What follows belongs to an exercise in optimizing a design on an open flow for small area, a short achievable clock period and few clock cycles; a production flow would make more cautious choices.
The RTL was checked by simulation tests, not by an equivalence proof against the original design.
No activity file was given, so power comes from the tool's default toggle rates.

$ cat flow/design.v
module minvm_core (
    input  wire        clk,
    input  wire        rst,
    input  wire [63:0] image_size,
    output reg         mem_req,
    output reg  [63:0] mem_addr,
    input  wire        mem_gnt,
    input  wire        mem_rvalid,
    input  wire [7:0]  mem_rdata,
    input  wire [63:0] rand_value,
    output wire        rand_take,
    output reg         out_valid,
    output reg  [7:0]  out_byte,
    output wire        halted,
    output wire        faulted,
    output reg  [3:0]  fault_kind,
    output wire [63:0] fault_info,
    input  wire [4:0]  dbg_sel,
    output reg  [63:0] dbg_data,
    output reg         dbg_written
);
    localparam [63:0] MAGIC = 64'h6D696E766D000007;
    localparam [3:0] F_OOB    = 4'd1,  F_REG   = 4'd3,  F_TYPE = 4'd4,
                     F_OPC    = 4'd5,  F_SIZE  = 4'd6,  F_DIV0 = 4'd7,
                     F_HEAPAC = 4'd9,  F_INFO  = 4'd10, F_CMP  = 4'd11,
                     F_HEAPEX = 4'd12;
    localparam [2:0] ES_IDLE = 3'd0,   
                     ES_EXEC = 3'd1,   
                     ES_MUL  = 3'd2,
                     ES_DIV  = 3'd3,
                     ES_CVT  = 3'd4,   
                     ES_MEM  = 3'd6,   
                     ES_WB   = 3'd7;   
    reg         halted_r, faulted_r;
    reg         em_act;    
    assign halted  = halted_r & ~em_act & ~out_valid;
    assign faulted = faulted_r & ~halted_r & ~em_act & ~out_valid;
    wire        stopped = halted_r | faulted_r;
    reg  [63:0] regs [0:15];
    reg  [15:0] written;
    reg  [63:0] pc;        
    reg  [63:0] tick;
    reg  [1:0]  fi_src;    
    reg  [7:0]  fi_byte;
    reg         fl_v;      
    reg         s0_v, s1_v;    
    reg  [7:0]  s0_b, s1_b;
    reg         rq_stale;  
    reg         ma_ok;     
    reg  [1:0]  ahead;     
    reg  [7:0]  op, b1, b2, b3, b4;
    reg  [3:0]  idx;       
    reg  [3:0]  len;
    reg  [63:0] acc;       
    reg         pl_pr;     
    reg  [63:0] oa, ob;
    reg         pred_r;
    reg  [2:0]  es;
    reg  [6:0]  cnt;
    reg  [79:0] bcd;       
    reg         cvt_nz;
    reg         emit_first;
    reg         dskip_ph;  
    wire        u_first    = (es == ES_EXEC);
    wire [6:0]  cnt_e      = u_first ? 7'd0 : cnt;
    wire        cvt_nz_e   = !u_first && cvt_nz;
    wire        dskip_ph_e = u_first || dskip_ph;
    reg  [3:0]  mcnt;      
    reg  [3:0]  mreq;      
    function [3:0] op_len;
        input [7:0] o;
        case (o)
            8'h00: op_len = 4'd1;
            8'h02: op_len = 4'd3;
            8'h03: op_len = 4'd4;
            8'h04: op_len = 4'd6;
            8'h05: op_len = 4'd10;
            8'h06: op_len = 4'd4;
            8'h0D, 8'h0E: op_len = 4'd2;
            8'h0F, 8'h10, 8'h11, 8'h12, 8'h13: op_len = 4'd4;
            8'h14, 8'h15, 8'h16: op_len = 4'd2;
            8'h17: op_len = 4'd2;
            8'h18: op_len = 4'd3;
            8'h19: op_len = 4'd5;
            8'h1A: op_len = 4'd9;
            8'h1B: op_len = 4'd2;
            8'h1C: op_len = 4'd5;
            8'h1D: op_len = 4'd6;
            8'h1E: op_len = 4'd8;
            8'h1F: op_len = 4'd12;
            8'h20: op_len = 4'd5;
            8'h21: op_len = 4'd3;
            8'h22: op_len = 4'd2;
            8'h23: op_len = 4'd3;
            8'h24: op_len = 4'd1;
            default: op_len = 4'd0;
        endcase
    endfunction
    function [3:0] srck;
        input [7:0]  r;
        input [15:0] w;
        srck = (r < 8'd16) ? (w[r[3:0]] ? 4'd0 : F_TYPE) :
               (r == 8'd16) ? 4'd0 : F_REG;
    endfunction
    wire op_arith = (op == 8'h0F) || (op == 8'h10) || (op == 8'h11) || (op == 8'h12) || (op == 8'h13);
    wire op_jle   = (op == 8'h1C) || (op == 8'h1D) || (op == 8'h1E) || (op == 8'h1F) || (op == 8'h20);
    wire op_one   = (op == 8'h0D) || (op == 8'h0E) || (op == 8'h14) || (op == 8'h1B) || (op == 8'h22);
    wire        bav     = s0_v | fl_v;
    wire [63:0] tick_inc, pc_len, ma_inc;
    wire [7:0]  byte_in = s0_v ? s0_b : mem_rdata;
    wire [3:0]  blen    = op_len(byte_in);
    wire [3:0]  blen1   = (blen == 4'd0) ? 4'd1 : blen;
    minvm_bk_add #(64) u_tick (.a(tick), .b(64'd0), .ci(1'b1), .s(tick_inc), .co());
    minvm_bk_add #(64) u_pcl  (.a(pc), .b({60'd0, blen1}), .ci(1'b0), .s(pc_len), .co());
    minvm_bk_add #(64) u_mai  (.a(mem_addr), .b(64'd0), .ci(1'b1), .s(ma_inc), .co());
    wire [4:0]  rsel = stopped ? dbg_sel : {byte_in[7:4] != 4'd0, byte_in[3:0]};
    always @(*) begin
        if (!rsel[4]) begin
            dbg_data    = regs[rsel[3:0]];
            dbg_written = written[rsel[3:0]];
        end else begin
            dbg_data    = (stopped && !rsel[0]) ? tick : pc;
            dbg_written = 1'b1;
        end
    end
    wire [63:0] rv = dbg_data;
    reg [63:0] imm, disp;
    always @(*) begin
        case (op)
            8'h02:   imm = {56'd0, acc[7:0]};
            8'h03:   imm = {48'd0, acc[15:0]};
            8'h04:   imm = {32'd0, acc[31:0]};
            default: imm = acc;
        endcase
        case (op)
            8'h17, 8'h1C: disp = {{56{acc[7]}},  acc[7:0]};
            8'h18, 8'h1D: disp = {{48{acc[15]}}, acc[15:0]};
            8'h19, 8'h1E: disp = {{32{acc[31]}}, acc[31:0]};
            default:      disp = acc;
        endcase
    end
    wire        alu_rel = (op == 8'h17) || (op == 8'h18) || (op == 8'h19) || (op == 8'h1A) || op_jle;
    wire        alu_sub = pl_pr || (op == 8'h10);
    wire [63:0] alu_x   = (alu_rel && !pl_pr) ? pc : oa;
    wire [63:0] alu_y0  = pl_pr ? ob :
                          alu_rel ? disp :
                          (op == 8'h0D) ? 64'd1 :
                          (op == 8'h0E) ? {64{1'b1}} : ob;
    wire [63:0] alu_y   = alu_sub ? ~alu_y0 : alu_y0;
    wire [64:0] alu     = {1'b0, alu_x} + {1'b0, alu_y} + {64'd0, alu_sub};
    wire [63:0] alu_s   = alu[63:0];
    wire        oa_z = (oa == 64'd0);
    wire        ob_z = (ob == 64'd0);
    reg  [3:0]  tt;
    always @(*) begin
        case (b1[3:0])
            4'd10:   tt = 4'b0100;   
            4'd11:   tt = 4'b0010;   
            4'd12:   tt = 4'b0001;   
            4'd13:   tt = 4'b0111;   
            default: tt = 4'b0110;   
        endcase
    end
    wire [63:0] redv = ({64{tt[3]}} & oa & ob) | ({64{tt[2]}} & oa & ~ob) |
                       ({64{tt[1]}} & ~oa & ob) | ({64{tt[0]}} & ~oa & ~ob);
    wire        red  = (redv != 64'd0);
    wire        lt   = !alu[64];
    reg pred_c;
    always @(*) begin
        case (b1[3:0])
            4'd0:  pred_c = !red;
            4'd1:  pred_c = lt;
            4'd2:  pred_c = !lt && red;
            4'd3:  pred_c = lt || !red;
            4'd4:  pred_c = !lt;
            4'd5:  pred_c = red;
            4'd6:  pred_c = oa_z;
            4'd7:  pred_c = ob_z;
            4'd8:  pred_c = !oa_z && !ob_z;
            4'd9:  pred_c = !oa_z || !ob_z;
            default: pred_c = red;
        endcase
    end
    wire [3:0] e1 = srck(b1, written);
    wire [3:0] e2 = srck(b2, written);
    wire [3:0] e3 = srck(b3, written);
    wire [3:0] e4 = srck(b4, written);
    wire       r_nz = (bcd[63:0] != 64'd0);
    localparam [3:0] R_IMM = 4'd0, R_ALU = 4'd1, R_RAND = 4'd2, R_INFO = 4'd3,
                     R_RV  = 4'd4, R_BCD = 4'd5, R_OA   = 4'd6, R_ACC  = 4'd7;
    reg        x_fault;
    reg [3:0]  x_kind;
    reg [1:0]  x_fsrc;
    reg [7:0]  x_fbyte;
    reg        x_put;       
    reg        x_redir;     
    reg [3:0]  x_rsel;
    reg        x_halt, x_mov, x_rand;
    reg        x_mul, x_div, x_cvt, x_mem;
    reg        x_wen;
    reg        x_hold;
    reg        x_ret;       
    reg  [7:0] wdst, wop;   
    reg        ebg;         
    wire [7:0] dst = (es == ES_WB) ? wdst : b1;
    always @(*) begin
        x_fault = 1'b0; x_kind = 4'd0; x_fsrc = 2'd0; x_fbyte = 8'd0;
        x_put = 1'b0; x_redir = 1'b0; x_rsel = R_IMM;
        x_halt = 1'b0; x_mov = 1'b0; x_rand = 1'b0;
        x_mul = 1'b0; x_div = 1'b0; x_cvt = 1'b0; x_mem = 1'b0;
        x_wen = 1'b0; x_ret = 1'b0;
        if (es == ES_EXEC) begin
            case (op)
                8'h00: ;
                8'h02, 8'h03, 8'h04, 8'h05: begin x_put = 1'b1; x_rsel = R_IMM; end
                8'h06: begin
                    if (b3 == 8'd0 || b3 > 8'd8) begin
                        x_fault = 1'b1; x_kind = F_SIZE; x_fbyte = b3;
                    end else if (e2 != 4'd0) begin
                        x_fault = 1'b1; x_kind = e2; x_fbyte = b2;
                    end else
                        x_mem = 1'b1;
                end
                8'h0D, 8'h0E: begin
                    if (e1 != 4'd0) begin
                        x_fault = 1'b1; x_kind = e1; x_fbyte = b1;
                    end else begin
                        x_put = 1'b1; x_rsel = R_ALU;
                    end
                end
                8'h0F, 8'h10, 8'h11, 8'h12, 8'h13: begin
                    if (e2 != 4'd0) begin
                        x_fault = 1'b1; x_kind = e2; x_fbyte = b2;
                    end else if (e3 != 4'd0) begin
                        x_fault = 1'b1; x_kind = e3; x_fbyte = b3;
                    end else if ((op == 8'h12 || op == 8'h13) && ob_z) begin
                        x_fault = 1'b1; x_kind = F_DIV0;
                    end else if (op != 8'h0F && op != 8'h10 && b1 > 8'd16) begin
                        x_fault = 1'b1; x_kind = F_REG; x_fbyte = b1;
                    end else if (op == 8'h11)
                        x_mul = 1'b1;
                    else if (op == 8'h12 || op == 8'h13)
                        x_div = 1'b1;
                    else begin
                        x_put = 1'b1; x_rsel = R_ALU;
                    end
                end
                8'h14: begin
                    if (e1 != 4'd0) begin
                        x_fault = 1'b1; x_kind = e1; x_fbyte = b1;
                    end else
                        x_cvt = 1'b1;
                end
                8'h15: begin
                    x_fault = 1'b1; x_fbyte = b1;
                    x_kind = (b1 <= 8'd16) ? F_TYPE : F_REG;
                end
                8'h16: begin x_put = 1'b1; x_rsel = R_RAND; x_rand = 1'b1; end
                8'h17, 8'h18, 8'h19, 8'h1A: begin x_redir = 1'b1; x_rsel = R_ALU; end
                8'h1B: begin
                    if (e1 != 4'd0) begin
                        x_fault = 1'b1; x_kind = e1; x_fbyte = b1;
                    end else begin
                        x_redir = 1'b1; x_rsel = R_OA;
                    end
                end
                8'h1C, 8'h1D, 8'h1E, 8'h1F, 8'h20: begin
                    if (b1 > 8'd15) begin
                        x_fault = 1'b1; x_kind = F_CMP; x_fbyte = b1;
                    end else if (e2 != 4'd0) begin
                        x_fault = 1'b1; x_kind = e2; x_fbyte = b2;
                    end else if (e3 != 4'd0) begin
                        x_fault = 1'b1; x_kind = e3; x_fbyte = b3;
                    end else if (op == 8'h20 && e4 != 4'd0) begin
                        x_fault = 1'b1; x_kind = e4; x_fbyte = b4;
                    end else if (b1 == 8'd15) begin
                        if (ob_z) begin
                            x_fault = 1'b1; x_kind = F_DIV0;
                        end else
                            x_div = 1'b1;
                    end else if (pred_r) begin
                        x_redir = 1'b1; x_rsel = (op == 8'h20) ? R_ACC : R_ALU;
                    end
                end
                8'h21: begin
                    if (b2 == 8'd16) begin
                        x_fault = 1'b1; x_kind = F_TYPE; x_fbyte = b2;
                    end else if (b2 > 8'd16) begin
                        x_fault = 1'b1; x_kind = F_REG; x_fbyte = b2;
                    end else if (b1 == 8'd16) begin
                        x_fault = 1'b1; x_kind = F_TYPE; x_fbyte = b1;
                    end else if (b1 > 8'd16) begin
                        x_fault = 1'b1; x_kind = F_REG; x_fbyte = b1;
                    end else begin
                        x_mov = 1'b1; x_rsel = R_OA;
                    end
                end
                8'h22: begin
                    if (e1 != 4'd0) begin
                        x_fault = 1'b1; x_kind = e1; x_fbyte = b1;
                    end else if (!oa_z) begin
                        x_fault = 1'b1; x_kind = F_HEAPEX; x_fsrc = 2'd2;
                    end
                end
                8'h23: begin
                    if (b2 > 8'd3) begin
                        x_fault = 1'b1; x_kind = F_INFO; x_fbyte = b2;
                    end else begin
                        x_put = 1'b1; x_rsel = R_INFO;
                    end
                end
                8'h24: x_halt = 1'b1;
                default: begin
                    x_fault = 1'b1; x_kind = F_OPC; x_fbyte = op;
                end
            endcase
        end else if (es == ES_WB) begin
            case (wop)
                8'h1C, 8'h1D, 8'h1E, 8'h1F, 8'h20: begin
                    if (r_nz) begin
                        x_redir = 1'b1; x_rsel = (op == 8'h20) ? R_ACC : R_ALU;
                    end
                end
                8'h12:        begin x_put = 1'b1; x_rsel = R_OA; end
                8'h11, 8'h13: begin x_put = 1'b1; x_rsel = R_BCD; end
                default:      begin x_put = 1'b1; x_rsel = R_ACC; end    
            endcase
        end
        if (x_put) begin
            if (dst > 8'd16) begin
                x_fault = 1'b1; x_kind = F_REG; x_fbyte = dst;
            end else if (dst == 8'd16)
                x_redir = 1'b1;
            else
                x_wen = 1'b1;
        end
        if (es == ES_WB && wop == 8'h06 && !x_fault && !x_redir)
            x_ret = 1'b1;
        if (x_fault) x_rand = 1'b0;
        x_hold = em_act && (x_mul || x_div || x_cvt);
        if (x_hold) begin
            x_mul = 1'b0; x_div = 1'b0; x_cvt = 1'b0;
        end
    end
    reg [63:0] res;
    always @(*) begin
        case (x_rsel)
            R_IMM:  res = imm;
            R_ALU:  res = alu_s;
            R_RAND: res = rand_value;
            R_INFO: case (b2[1:0])
                        2'd0: res = MAGIC;
                        2'd1: res = tick;
                        2'd2: res = 64'd0;
                        default: res = image_size;
                    endcase
            R_BCD:  res = bcd[63:0];
            R_OA:   res = oa;
            default: res = acc;
        endcase
    end
    reg [4:0] lead;
    integer k;
    always @(*) begin
        lead = 5'd0;
        for (k = 0; k < 20; k = k + 1)
            if (bcd[k*4 +: 4] != 4'd0) lead = k[4:0];
    end
    wire [4:0] ecur       = emit_first ? lead : cnt[4:0];
    wire [3:0] edigit     = bcd[ecur*4 +: 4];
    wire       emit_last  = (ecur == 5'd0);
    wire x_kill = x_fault | x_redir | x_halt | x_ret;
    wire cvt_fin = (!cvt_nz_e && oa_z) || (cskip ? cnt_e + 7'd8 : cnt_e + 7'd4) == 7'd64;
    wire x_done = (es == ES_EXEC && !(x_mul | x_div | x_mem | x_hold) && !(x_cvt && !cvt_fin)) ||
                  (es == ES_WB) || (es == ES_CVT && cvt_fin);
    wire src_byte = (idx == 4'd1 && op_one) ||
                    (idx == 4'd2 && (op == 8'h06 || op == 8'h21 || op_arith || op_jle)) ||
                    (idx == 4'd3 && (op_arith || op_jle)) ||
                    (idx == 4'd4 && op == 8'h20);
    wire d_ready = !stopped && (es == ES_IDLE || (x_done && !x_kill));
    wire e_bgrun = ebg && (es == ES_MUL || es == ES_DIV || (es == ES_CVT && !cvt_fin));
    wire d_bg_ok = (idx == 4'd0) ? (blen1 != 4'd1) : (!src_byte && (idx + 4'd1 != len));
    wire dcons   = bav && ((d_ready && !(es != ES_IDLE && idx != 4'd0 && src_byte)) ||
                           (!stopped && e_bgrun && d_bg_ok));
    wire mcons   = (es == ES_MEM) && bav;
    wire cons    = dcons | mcons;
    wire starve  = (ahead == 2'd0) && !rq_stale && !ma_ok;
    wire f_oob   = d_ready && starve;
    wire f_hacc  = (es == ES_MEM) && starve;
    wire [63:0] mp0 = ob[0] ? oa : 64'd0;
    wire [63:0] mp1 = ob[1] ? {oa[62:0], 1'b0} : 64'd0;
    wire [63:0] mp2 = ob[2] ? {oa[61:0], 2'b0} : 64'd0;
    wire [63:0] mp3 = ob[3] ? {oa[60:0], 3'b0} : 64'd0;
    wire [63:0] ms1 = bcd[63:0] ^ mp0 ^ mp1;
    wire [63:0] mc1 = {(bcd[62:0] & mp0[62:0]) | (bcd[62:0] & mp1[62:0]) | (mp0[62:0] & mp1[62:0]), 1'b0};
    wire [63:0] ms2 = ms1 ^ mc1 ^ mp2;
    wire [63:0] mc2 = {(ms1[62:0] & mc1[62:0]) | (ms1[62:0] & mp2[62:0]) | (mc1[62:0] & mp2[62:0]), 1'b0};
    wire [63:0] ms3 = ms2 ^ mc2 ^ mp3;
    wire [63:0] mc3 = {(ms2[62:0] & mc2[62:0]) | (ms2[62:0] & mp3[62:0]) | (mc2[62:0] & mp3[62:0]), 1'b0};
    wire [63:0] mul_next;
    minvm_bk_add #(64) u_mul_add (.a(ms3), .b(mc3), .ci(1'b0), .s(mul_next), .co());
    wire [64:0] ds1  = dskip_ph_e ? {1'b0, bcd[55:0], oa[63:56]} : {bcd[63:0], oa[63]};
    wire [65:0] dd1  = {1'b0, ds1} - {2'b0, ob};
    wire        dq1  = !dd1[65];    
    wire [63:0] dr1  = dq1 ? dd1[63:0] : ds1[63:0];
    wire [64:0] ds2  = {dr1, oa[62]};
    wire [65:0] dd2  = {1'b0, ds2} - {2'b0, ob};
    wire        dq2  = !dd2[65];
    wire [63:0] dr2  = dq2 ? dd2[63:0] : ds2[63:0];
    wire        dskip = dskip_ph_e && (bcd[63:56] == 8'd0) && !dq1 && (cnt_e <= 7'd56);
    function [79:0] dd_step;
        input [79:0] v;
        input        bit_in;
        integer j;
        reg [79:0] a;
        begin
            for (j = 0; j < 19; j = j + 1)
                a[j*4 +: 4] = (v[j*4 +: 4] >= 4'd5) ? v[j*4 +: 4] + 4'd3 : v[j*4 +: 4];
            a[79:76] = v[79:76];    
            dd_step = {a[78:0], bit_in};
        end
    endfunction
    wire [79:0] cv1 = dd_step(bcd, oa[63]);
    wire [79:0] cv2 = dd_step(cv1, oa[62]);
    wire [79:0] cv3 = dd_step(cv2, oa[61]);
    wire [79:0] cv4 = dd_step(cv3, oa[60]);
    wire        cskip = !cvt_nz_e && (oa[63:56] == 8'd0) && (cnt_e <= 7'd56);
    wire        take   = mem_req & mem_gnt;
    wire        pend   = mem_req & ~mem_gnt;
    wire        flush  = x_redir | x_mem | x_ret;
    wire [63:0] ftgt   = x_mem ? oa : x_ret ? pc : res;
    wire        fnew    = flush && !pend;
    reg [63:0] na;
    always @(*) begin
        if (stopped)               na = mem_addr;
        else if (fnew)             na = ftgt;
        else if (take && rq_stale) na = (es == ES_MEM) ? oa : pc;
        else if (take)             na = ma_inc;
        else                       na = mem_addr;
    end
    wire        na_ok   = (na < image_size);
    wire [1:0]  ahead_n = flush ? 2'd0 :
                          ahead + {1'b0, take & ~rq_stale} - {1'b0, cons};
    reg [2:0] es_n;
    reg [3:0] mreq_n;
    wire d_last = dcons && ((idx == 4'd0) ? (blen1 == 4'd1) : (idx + 4'd1 == len));
    always @(*) begin
        es_n = es;
        case (es)
            ES_IDLE: ;
            ES_EXEC: begin
                if (x_mul)      es_n = (ob[63:4] == 60'd0) ? ES_WB : ES_MUL;
                else if (x_div) es_n = ES_DIV;
                else if (x_cvt) es_n = cvt_fin ? ES_IDLE : ES_CVT;
                else if (x_mem) es_n = ES_MEM;
                else if (x_hold) es_n = ES_EXEC;
                else            es_n = ES_IDLE;
            end
            ES_MUL:  if (ob[63:4] == 60'd0) es_n = ES_WB;
            ES_DIV:  if (dskip ? (cnt_e == 7'd56) : (!dskip_ph_e && cnt_e == 7'd62)) es_n = ES_WB;
            ES_CVT:  if (cvt_fin) es_n = ES_IDLE;
            ES_MEM:  if (mcons && mcnt == 4'd1) es_n = ES_WB;
            ES_WB:   es_n = ES_IDLE;
            default: es_n = ES_IDLE;
        endcase
        if (d_last) es_n = ES_EXEC;
        mreq_n = x_mem ? b3[3:0] :
                 (es == ES_MEM && take && !rq_stale) ? mreq - 4'd1 : mreq;
    end
    wire stop_n = stopped | x_fault | x_halt | f_oob | f_hacc;
    wire want   = !stop_n && (ahead_n != 2'd2) &&
                  ((es_n == ES_MEM) ? (mreq_n != 4'd0) : 1'b1);
    always @(posedge clk) begin
        out_valid <= 1'b0;
        pl_pr     <= 1'b0;
        if (rst) begin
            halted_r   <= 1'b0;
            faulted_r  <= 1'b0;
            written    <= 16'd0;
            pc         <= 64'd0;
            tick       <= 64'd0;
            mem_req    <= 1'b0;
            mem_addr   <= 64'd0;
            fl_v       <= 1'b0;
            s0_v       <= 1'b0;
            s1_v       <= 1'b0;
            rq_stale   <= 1'b0;
            ma_ok      <= 1'b1;
            ahead      <= 2'd0;
            idx        <= 4'd0;
            es         <= ES_IDLE;
            em_act     <= 1'b0;
            bcd        <= 80'd0;
            fault_kind <= 4'd0;
            out_byte   <= 8'd0;
        end else begin
            mem_req  <= pend | (want & na_ok);
            mem_addr <= na;
            ma_ok    <= na_ok;
            fl_v     <= take & ~rq_stale & ~flush;
            rq_stale <= flush ? pend : (take ? 1'b0 : rq_stale);
            ahead    <= ahead_n;
            if (flush) begin
                s0_v <= 1'b0;
                s1_v <= 1'b0;
            end else if (cons) begin
                if (s1_v) begin
                    s0_b <= s1_b;
                    s1_b <= mem_rdata;
                    s1_v <= fl_v;
                end else if (s0_v) begin
                    s0_b <= mem_rdata;
                    s0_v <= fl_v;
                end
            end else if (fl_v) begin
                if (s0_v) begin
                    s1_b <= mem_rdata;
                    s1_v <= 1'b1;
                end else begin
                    s0_b <= mem_rdata;
                    s0_v <= 1'b1;
                end
            end
            mreq     <= mreq_n;
            es       <= es_n;
            if (dcons) begin
                if (idx == 4'd0) begin
                    op   <= byte_in;
                    tick <= tick_inc;
                    pc   <= pc_len;
                    len  <= blen1;
                    idx  <= (blen1 == 4'd1) ? 4'd0 : 4'd1;
                end else begin
                    case (idx)
                        4'd1: b1 <= byte_in;
                        4'd2: b2 <= byte_in;
                        4'd3: b3 <= byte_in;
                        4'd4: b4 <= byte_in;
                        default: ;
                    endcase
                    idx <= (idx + 4'd1 == len) ? 4'd0 : idx + 4'd1;
                    acc <= {acc[55:0], byte_in};
                    if ((idx == 4'd1 && op_one) ||
                        (idx == 4'd2 && (op == 8'h06 || op == 8'h21 || op_arith || op_jle)))
                        oa <= rv;
                    if (idx == 4'd3 && (op_arith || op_jle))
                        ob <= rv;
                    if (idx == 4'd4 && op == 8'h20)
                        acc <= rv;
                    pl_pr <= (idx == 4'd3) && op_jle;
                end
            end
            if (pl_pr)
                pred_r <= pred_c;
            if (x_wen || x_mov) begin
                regs[dst[3:0]]    <= res;
                written[dst[3:0]] <= x_mov ? written[b2[3:0]] : 1'b1;
            end
            if (x_redir)
                pc <= res;
            if (x_halt)
                halted_r <= 1'b1;
            if (x_fault) begin
                faulted_r  <= 1'b1;
                fault_kind <= x_kind;
                fi_src     <= x_fsrc;
                fi_byte    <= x_fbyte;
            end else if (f_oob) begin
                faulted_r  <= 1'b1;
                fault_kind <= F_OOB;
                fi_src     <= 2'd1;
            end else if (f_hacc) begin
                faulted_r  <= 1'b1;
                fault_kind <= F_HEAPAC;
                fi_src     <= 2'd1;
            end
            if (es == ES_MUL || (es == ES_EXEC && x_mul)) begin
                bcd[63:0] <= mul_next;
                oa <= {oa[59:0], 4'd0};
                ob <= {4'd0, ob[63:4]};
            end
            if (es == ES_DIV || (es == ES_EXEC && x_div)) begin
                if (dskip_ph_e) begin
                    if (dskip) begin
                        bcd[63:0] <= {bcd[55:0], oa[63:56]};
                        oa        <= {oa[55:0], 8'd0};
                        cnt       <= cnt_e + 7'd8;
                        dskip_ph  <= 1'b1;
                    end else begin
                        cnt       <= cnt_e;
                        dskip_ph  <= 1'b0;
                    end
                end else begin
                    oa        <= {oa[61:0], dq1, dq2};
                    bcd[63:0] <= dr2;
                    cnt       <= cnt_e + 7'd2;
                end
            end
            if (es == ES_CVT || (es == ES_EXEC && x_cvt)) begin
                if (cskip) begin
                    oa  <= {oa[55:0], 8'd0};
                    cnt <= cnt_e + 7'd8;
                end else begin
                    bcd    <= cv4;
                    oa     <= {oa[59:0], 4'd0};
                    cnt    <= cnt_e + 7'd4;
                end
                cvt_nz     <= cvt_nz_e | (!cskip && oa[63:60] != 4'd0);
                emit_first <= 1'b1;
                if (cvt_fin)
                    em_act <= 1'b1;
            end
            if (em_act) begin
                out_valid  <= 1'b1;
                out_byte   <= {4'h3, edigit};
                cnt        <= {2'd0, ecur - 5'd1};
                emit_first <= 1'b0;
                if (emit_last) begin
                    em_act <= 1'b0;
                    bcd    <= 80'd0;
                end
            end
            case (es)
                ES_EXEC: begin
                    wdst <= b1;
                    wop  <= op;
                    ebg  <= x_cvt || ((x_mul || (x_div && op_arith)) && b1 < 8'd16);
                    if (x_mem) begin
                        acc  <= 64'd0;
                        mcnt <= b3[3:0];
                    end
                end
                ES_WB:
                    if (wop != 8'h06)
                        bcd <= 80'd0;
                ES_MEM: begin
                    if (mcons) begin
                        acc  <= {acc[55:0], byte_in};
                        mcnt <= mcnt - 4'd1;
                    end
                end
                default: ;
            endcase
        end
    end
    assign rand_take  = x_rand;
    assign fault_info = !faulted_r     ? 64'd0 :
                        (fi_src == 2'd1) ? mem_addr :
                        (fi_src == 2'd2) ? oa : {56'd0, fi_byte};
endmodule
module minvm_bk_add #(parameter W = 64) (
    input  wire [W-1:0] a,
    input  wire [W-1:0] b,
    input  wire         ci,
    output wire [W-1:0] s,
    output wire         co
);
    localparam L = (W > 64) ? 7 : (W > 32) ? 6 : (W > 16) ? 5 : (W > 8) ? 4 : (W > 4) ? 3 : 2;
    reg [W-1:0] g, p, gg, pp;
    integer i, j;
    always @(*) begin
        g  = a & b;
        p  = a ^ b;
        gg = g;
        pp = p;
        gg[0] = g[0] | (p[0] & ci);
        for (i = 1; i <= L; i = i + 1)
            for (j = (1 << i) - 1; j < W; j = j + (1 << i)) begin
                gg[j] = gg[j] | (pp[j] & gg[j - (1 << (i-1))]);
                pp[j] = pp[j] & pp[j - (1 << (i-1))];
            end
        for (i = L; i > 0; i = i - 1)
            for (j = (1 << i) + (1 << (i-1)) - 1; j < W; j = j + (1 << i)) begin
                gg[j] = gg[j] | (pp[j] & gg[j - (1 << (i-1))]);
                pp[j] = pp[j] & pp[j - (1 << (i-1))];
            end
    end
    assign s  = p ^ {gg[W-2:0], ci};
    assign co = gg[W-1];
endmodule
$ cat flow/flow/run.sh
#!/bin/bash
set -euo pipefail
bash standard.sh finish SETUP_SLACK_MARGIN=6 > standard_finish.log 2>&1
test -s out/final.def
$ cat flow/standard.sh
#!/bin/bash
# synth_recipe.tcl (not shown) runs the flow's synth.tcl, then flattens the netlist and writes it again
# the make line also repeats each setting of config.mk as NAME=value (left out here)
make -C /OpenROAD-flow-scripts/flow DESIGN_CONFIG=/design/flow/config.mk WORK_HOME=/design/flow/orfs CLKGATE_MAP_FILE= SYNTH_SCRIPT=/design/flow/synth_recipe.tcl "${@:-finish}"
$ cat flow/config.mk
export PLATFORM = sky130hd
export DESIGN_NAME = minvm_core
export DESIGN_NICKNAME = minvm_core
export VERILOG_FILES = /design/flow/design.v
export SDC_FILE = /design/flow/constraint.sdc
export NUM_CORES = 4
export LEC_CHECK = 0
export CAP_MARGIN = 20
export CORE_MARGIN = 2
export CORE_UTILIZATION = 50
export PLACE_DENSITY = 0.62
export SLEW_MARGIN = 20
$ cat flow/constraint.sdc
create_clock -name core_clock -period 14.0 [get_ports {clk}]
set_input_delay 2.8000 -clock core_clock [delete_from_list [all_inputs] [get_ports {clk}]]
set_output_delay 2.8000 -clock core_clock [all_outputs]
set_load 0.01 [all_outputs]
==> results by group, run 1 <==
Route
  – Via density: 7.13
  – Drc violations: 0
  – Via count: around 120k
  – Max layer used: met5
  – DRT iter0 DRCs: 20500
  – Initial DRT Pass Iterations: 9
  – Drt wl/cell: just under 40 microns
  – Wire length on met3: roughly 99 mm
  – Met1 WL: ~220 mm
  – Wire length on met2: roughly 260 mm
  – Routed Antenna Nets: 0
  – Final wirelength: between 600 and 700 mm

Power and ir drop
  – Leak: around 55 nW
  – Pwr dens: 143 nW/um^2
  – Peak supply drop: 0.181 mV

Hold path
  – Worst Hold Class: register to register

Global route
  – Tot GR Track Use: around 51%
  – Largest net degree at the start of global routing: 156
  – Grt total ovfl: 0
  – Initial antenna violation count: 40
  – Vias in the first global route: between 100k and 150k
  – First-pass GRT wire length: approximately 870 mm

Setup path
  – Crit. End Element: output pin
  – CP arrival: around 5.7 ns
  – R2r setup slk: about 5.8 ns
  – CP startpoint kind: input port
  – WP data required: about 11 ns
  – Worst-path fanout max: 6
  – Crit path kind: input port to output pin

Floorplan
  – IO Count: around 360
  – Chip height: just under 500 microns
  – Site row count: 180
  – Die ar.: roughly 240000 sq um
  – Core ar.: around 240000 sq um
  – Initial Util: 50.2%
  – Die W: 495 microns

Clock tree
  – CTS root buffer: clkbuf_16
  – Worst-path clk slew: roughly 0.060 ns
  – Worst-Skew Late Latency: just over 0.9 ns
  – Max Root-Sink Buffers: 3
  – CTS tree: built
  – Cts hold-fix bufs: 0
  – Total CTS buffers: 180
  – CTS HTree Levels: 4
  – Sink count of the clock tree: 1639

Status
  – Status: no timing/DRC/antenna violations

Timing
  – Final setup violation count: 0
  – Worst slew pin tran: 1.38 ns
  – Max_slew headroom: roughly 8.0%
  – Setup TNS: 0 ns
  – Min Tclk post-route: around 8.5 ns
  – Fmax: roughly 0.12 GHz
  – Final Cycle Share: between 60 and 70%
  – Clock skew: 0.118 ns
  – Max-slew violations: 0
  – Hold Violations, Final: 0
  – RSZ-0062 raised after global routing: true

Synth
  – FFs w/ async S/R, synth: 0%
  – Synth unique cells: around 120
  – Share of the synthesized area in the top cell type: around a third
  – Cells after synthesis: 12800
  – Yosys warning count: 2
  – Mean instance size in the synthesized netlist: between 9 and 10 sq um
  – FF+latch count, synth: roughly 1600
  – Area leader, netlist: edfxtp_1
  – Top_reg_cell synth: edfxtp_1
  – Post-synth EDFFs: 1322
  – Mapped cell area: between 100000 and 150000 sq um
  – Sequential fraction of the synthesis area: between 30% and 40%
  – Commonest cells in the netlist: 1467 x nand2_1, 1322 x edfxtp_1, 1049 x nor2_1, 1014 x o21ai_0, 937 x a21oi_1
  – Largest cells by area after synthesis: edfxtp_1 33%, ha_1 6.2%, dfxtp_1 5.3%
  – Count leader, synth: nand2_1

Placement
  – DP HPWL: ~440 mm
  – PortBufs: 351
  – RePlAce Congestion: 1.13
  – Placed cells: approximately 16000

Layout
  – Cell Count, Final, Fillers Out: ~17000
  – Fillers: approximately 20000
  – Share of layout cells above drive strength 1: around 17%
  – Area Overhead vs Synth: 20.2%
  – Final #Nets: approximately 14000

Job
  – Max-cap violations: 0
==> cell usage in the layout, fill, tap and decap left out, types with 164 or more instances in the layout <==
cell and instances:
edfxtp_1 1322, a21oi_1 865, clkdlybuf4s50_1 275, nand3_1 164, mux2i_1 477, nand2_1 1450
dfxtp_1 308, mux4_2 279, ha_1 560, clkbuf_16 193, fa_1 216, o21ai_0 909
nor2_1 1005, inv_1 745, a211oi_1 225, xnor2_1 246, buf_4 734, o22ai_1 209
==> power breakdown <==
part / internal (W) / switching, W
combinational: 0.00370 / 0.00558
sequential: 0.00588 / 0.000277
clock: 0.00281 / 0.00236
==> kinds of logic (layout without fill, tap and decap cells) <==
group,Yosys count,count (layout),share of synthesized area (%)
other cells,1,23,0.00312
flops,1639,1639,38.3
simple gates,3661,3662,13.7
buf+inv,1667,2488,5.38
mux,954,954,11.0
compound gates,3639,3642,19.0
fa+ha+maj,816,816,9.84
xor+xnor,382,382,2.78
==> area by class of cell <==
cell class	count	area [sq um]	share of cell area, %
Multi-Input combinational cell	9458	70800	49.0
Clock buffer	224	4760	3.29
Timing Repair Buffer	1356	14400	9.99
Antenna cell	21	52.6	0.0363
Sequential cell	1639	46100	31.9
Clock inverter	114	1420	0.979
Tap cell	3185	3990	2.76
Inverter	794	3040	2.10
==> repair_timing <==
item,CTS,global route
buffers inserted,333,105
setup endpoints to repair,211,136
pin swaps,115,146
gates cloned,70,10
resized for setup,861,339
==> metal layers <==
layer,vias up,global-route usage (%)
li1,48300,-
met1,57600,62.1
met2,11100,71.3
met3,2755,18.1
met4,22,42.1
met5,-,0
==> state kept, by name, indices dropped and copies added (netlist names), 5 cells and up <==
register	flops
b2	8
op	8
oa	64
out_byte	5
b4	8
acc	64
ob	64
pc	64
b1	8
mem_addr	64
fi_byte	8
bcd	80
wop	8
wdst	8
regs	1024
s1_b	8
b3	8
cnt	7
written	16
tick	64
s0_b	8
==> through the flow <==
stage	setup slack, ns	util, %	total power, W	hold slack (ns)	instance area [sq um]
floorplan	5.99	-	0.00985	0.421	120000
CTS	5.68	59.2	0.0195	0.476	142000
global route	5.55	60.3	0.0208	0.504	145000
global placement	2.61	53.7	0.0126	0.441	129000
detailed placement	2.59	53.7	0.0127	0.466	129000
finish	5.50	60.3	0.0206	0.472	145000
==> worst max-delay path, stage by stage <==
cell      delay, ns
buf_8          0.10
mux2i_4        0.22
a21oi_4        0.09
buf_12         0.18
buf_12         0.14
buf_16         0.15
buf_12         0.14
buf_16         0.14
mux4_2         0.44
mux2_4         0.30
o211ai_1       0.47
o21ai_1        0.15
buf_4          0.21
buf_8          0.15
==> worst paths after layout <==
| check | cells past startpoint | from | end |
|---|---|---|---|
| worst min register to register | 2 | fault_kind[0]$_SDFFE_PP0N_ | fault_kind[0]$_SDFFE_PP0N_ |
| worst min-delay path | 2 | fault_kind[0]$_SDFFE_PP0N_ | fault_kind[0]$_SDFFE_PP0N_ |
| worst max-delay path | 14 | mem_rdata[1] | dbg_data[29] |
| worst max register to register | 24 | bcd[40]$_SDFF_PP0_ | mem_req$_SDFF_PP0_ |
Testbench counts, summed over its fixed seeds: cycles 76,943.
==> run 2: changes to the inputs <==
--- a/flow/config.mk
+++ b/flow/config.mk
@@ -8,5 +8,5 @@
 export CAP_MARGIN = 20
 export CORE_MARGIN = 2
-export CORE_UTILIZATION = 50
-export PLACE_DENSITY = 0.62
+export CORE_UTILIZATION = 60
+export PLACE_DENSITY = 0.7
 export SLEW_MARGIN = 20
==> results by group, run 2 <==
Status
  – Status: did not finish
  – Fail Step: global routing
  – Tool Error: [ERROR GRT-0116] Global routing finished with congestion. Check the congestion regions in the DRC Viewer.

Synth
  – Largest cells by area after synthesis: edfxtp_1 33%, ha_1 6.2%, dfxtp_1 5.3%
  – Share of the synthesized area in the top cell type: between 30 and 40%
  – FFs w/ async S/R, synth: 0%
  – Top_reg_cell synth: edfxtp_1
  – Cells after synthesis: 12800
  – Yosys warning count: 2
  – Mapped cell area: roughly 120000 sq um
  – Mean instance size in the synthesized netlist: 9.43 sq um
  – Count leader, synth: nand2_1
  – Area leader, netlist: edfxtp_1
  – Synth unique cells: between 100 and 150
  – Sequential fraction of the synthesis area: about two fifths
  – Commonest cells in the netlist: 1467 x nand2_1, 1322 x edfxtp_1, 1049 x nor2_1, 1014 x o21ai_0, 937 x a21oi_1
  – FF+latch count, synth: around 1600
  – Post-synth EDFFs: ~1300

Floorplan
  – Site row count: 164
  – Initial Util: around 60%
  – IO Count: around 360
  – Chip height: 452 microns
  – Die W: ~450 microns

Clock tree
  – CTS root buffer: clkbuf_16
  – CTS HTree Levels: 4
  – Sink count of the clock tree: around 1600
  – Total CTS buffers: approximately 170
  – Cts hold-fix bufs: 0
  – Max Root-Sink Buffers: 3

Placement
  – DP HPWL: 443 mm
  – Placed Instance Area: approximately 130000 sq um
  – PortBufs: between 300 and 400
  – RePlAce Congestion: ~1.2

Global route
  – Tot GR Track Use: between 70% and 80%
  – Largest net degree at the start of global routing: 153
  – Vias in the first global route: 136000
  – First-pass GRT wire length: 1090 mm
  – Grt total ovfl: 4
## run 2: cell counts after synthesis
No cell type changed its count.
## run 2: cells by family after synthesis
kind of cell / Yosys count / synth area share [%]
AND/OR/NAND/NOR: 3661 / 13.7
AO/OA/AOI/OAI: 3639 / 19.0
buffers and inverters: 1667 / 5.38
flip-flops: 1639 / 38.3
multiplexers: 954 / 11.0
adder cells (fa/ha/maj): 816 / 9.84
XOR/XNOR: 382 / 2.78
other: 1 / 0.00312
## run 2: power groups by stage
stage	Combinational (W)	Sequential [W]	Clock, W
2_1_floorplan	0.00374	0.00611	0
3_3_place_gp	0.00610	0.00626	0
3_5_place_dp	0.00643	0.00627	0
4_1_cts	0.00835	0.00616	0.00495
## run 2: worst min path at each step
stage,depth (start not counted),endpoint,slack [ns],from
floorplan,0,wdst[0]$_DFFE_PP_,0.42,b1[0]$_DFFE_PP_
global placement,2,fault_kind[0]$_SDFFE_PP0N_,0.44,fault_kind[0]$_SDFFE_PP0N_
detailed placement,2,fault_kind[0]$_SDFFE_PP0N_,0.46,fault_kind[0]$_SDFFE_PP0N_
CTS,2,fault_kind[0]$_SDFFE_PP0N_,0.47,fault_kind[0]$_SDFFE_PP0N_
## run 2: routing by layer
metal	overflow	global-route usage [%]
met5	0	42.2
met4	3	70.9
met3	1	64.1
met2	0	89.3
met1	0	77.0
## run 2: what timing repair did
item,CTS
endpoints found under the setup margin,467
cloned,65
gates resized for setup,918
setup buffers,352
pin swaps,122
## run 2: stage by stage
step | hold WS, ns | instances | worst slack (ns)
CTS | 0.469 | 16100 | 5.49
detailed placement | 0.455 | 15300 | 2.28
global placement | 0.441 | 15300 | 2.47
floorplan | 0.421 | 12800 | 5.99

==> separate check: timing with driven ports <==
The flow's constraints put no driver on any port. The routed layout listed below was extracted and timed again, unchanged, in two steps. Step 1 sets driving cells, clkbuf_16 on the clock port and buf_2 on the other inputs (assumed; they add their load-dependent delay and slew). Step 2, shift: input delay + t, output delay - t, t = (earliest + latest rising clock arrival at the registers) / 2. This alone moves slack from input paths to output paths. Three values: ideal, step 1, step 2; two values: the first two.
run: run 1
t (ns): 0.972
slack for setup (ns): 5.498 / 5.460 / 4.899
worst slew at a driven data input, ns: 0.09
After both steps run 1 still meets setup and hold. The setup slack of run 1 moves by -0.038 ns with the drivers and by -0.599 ns with both steps.
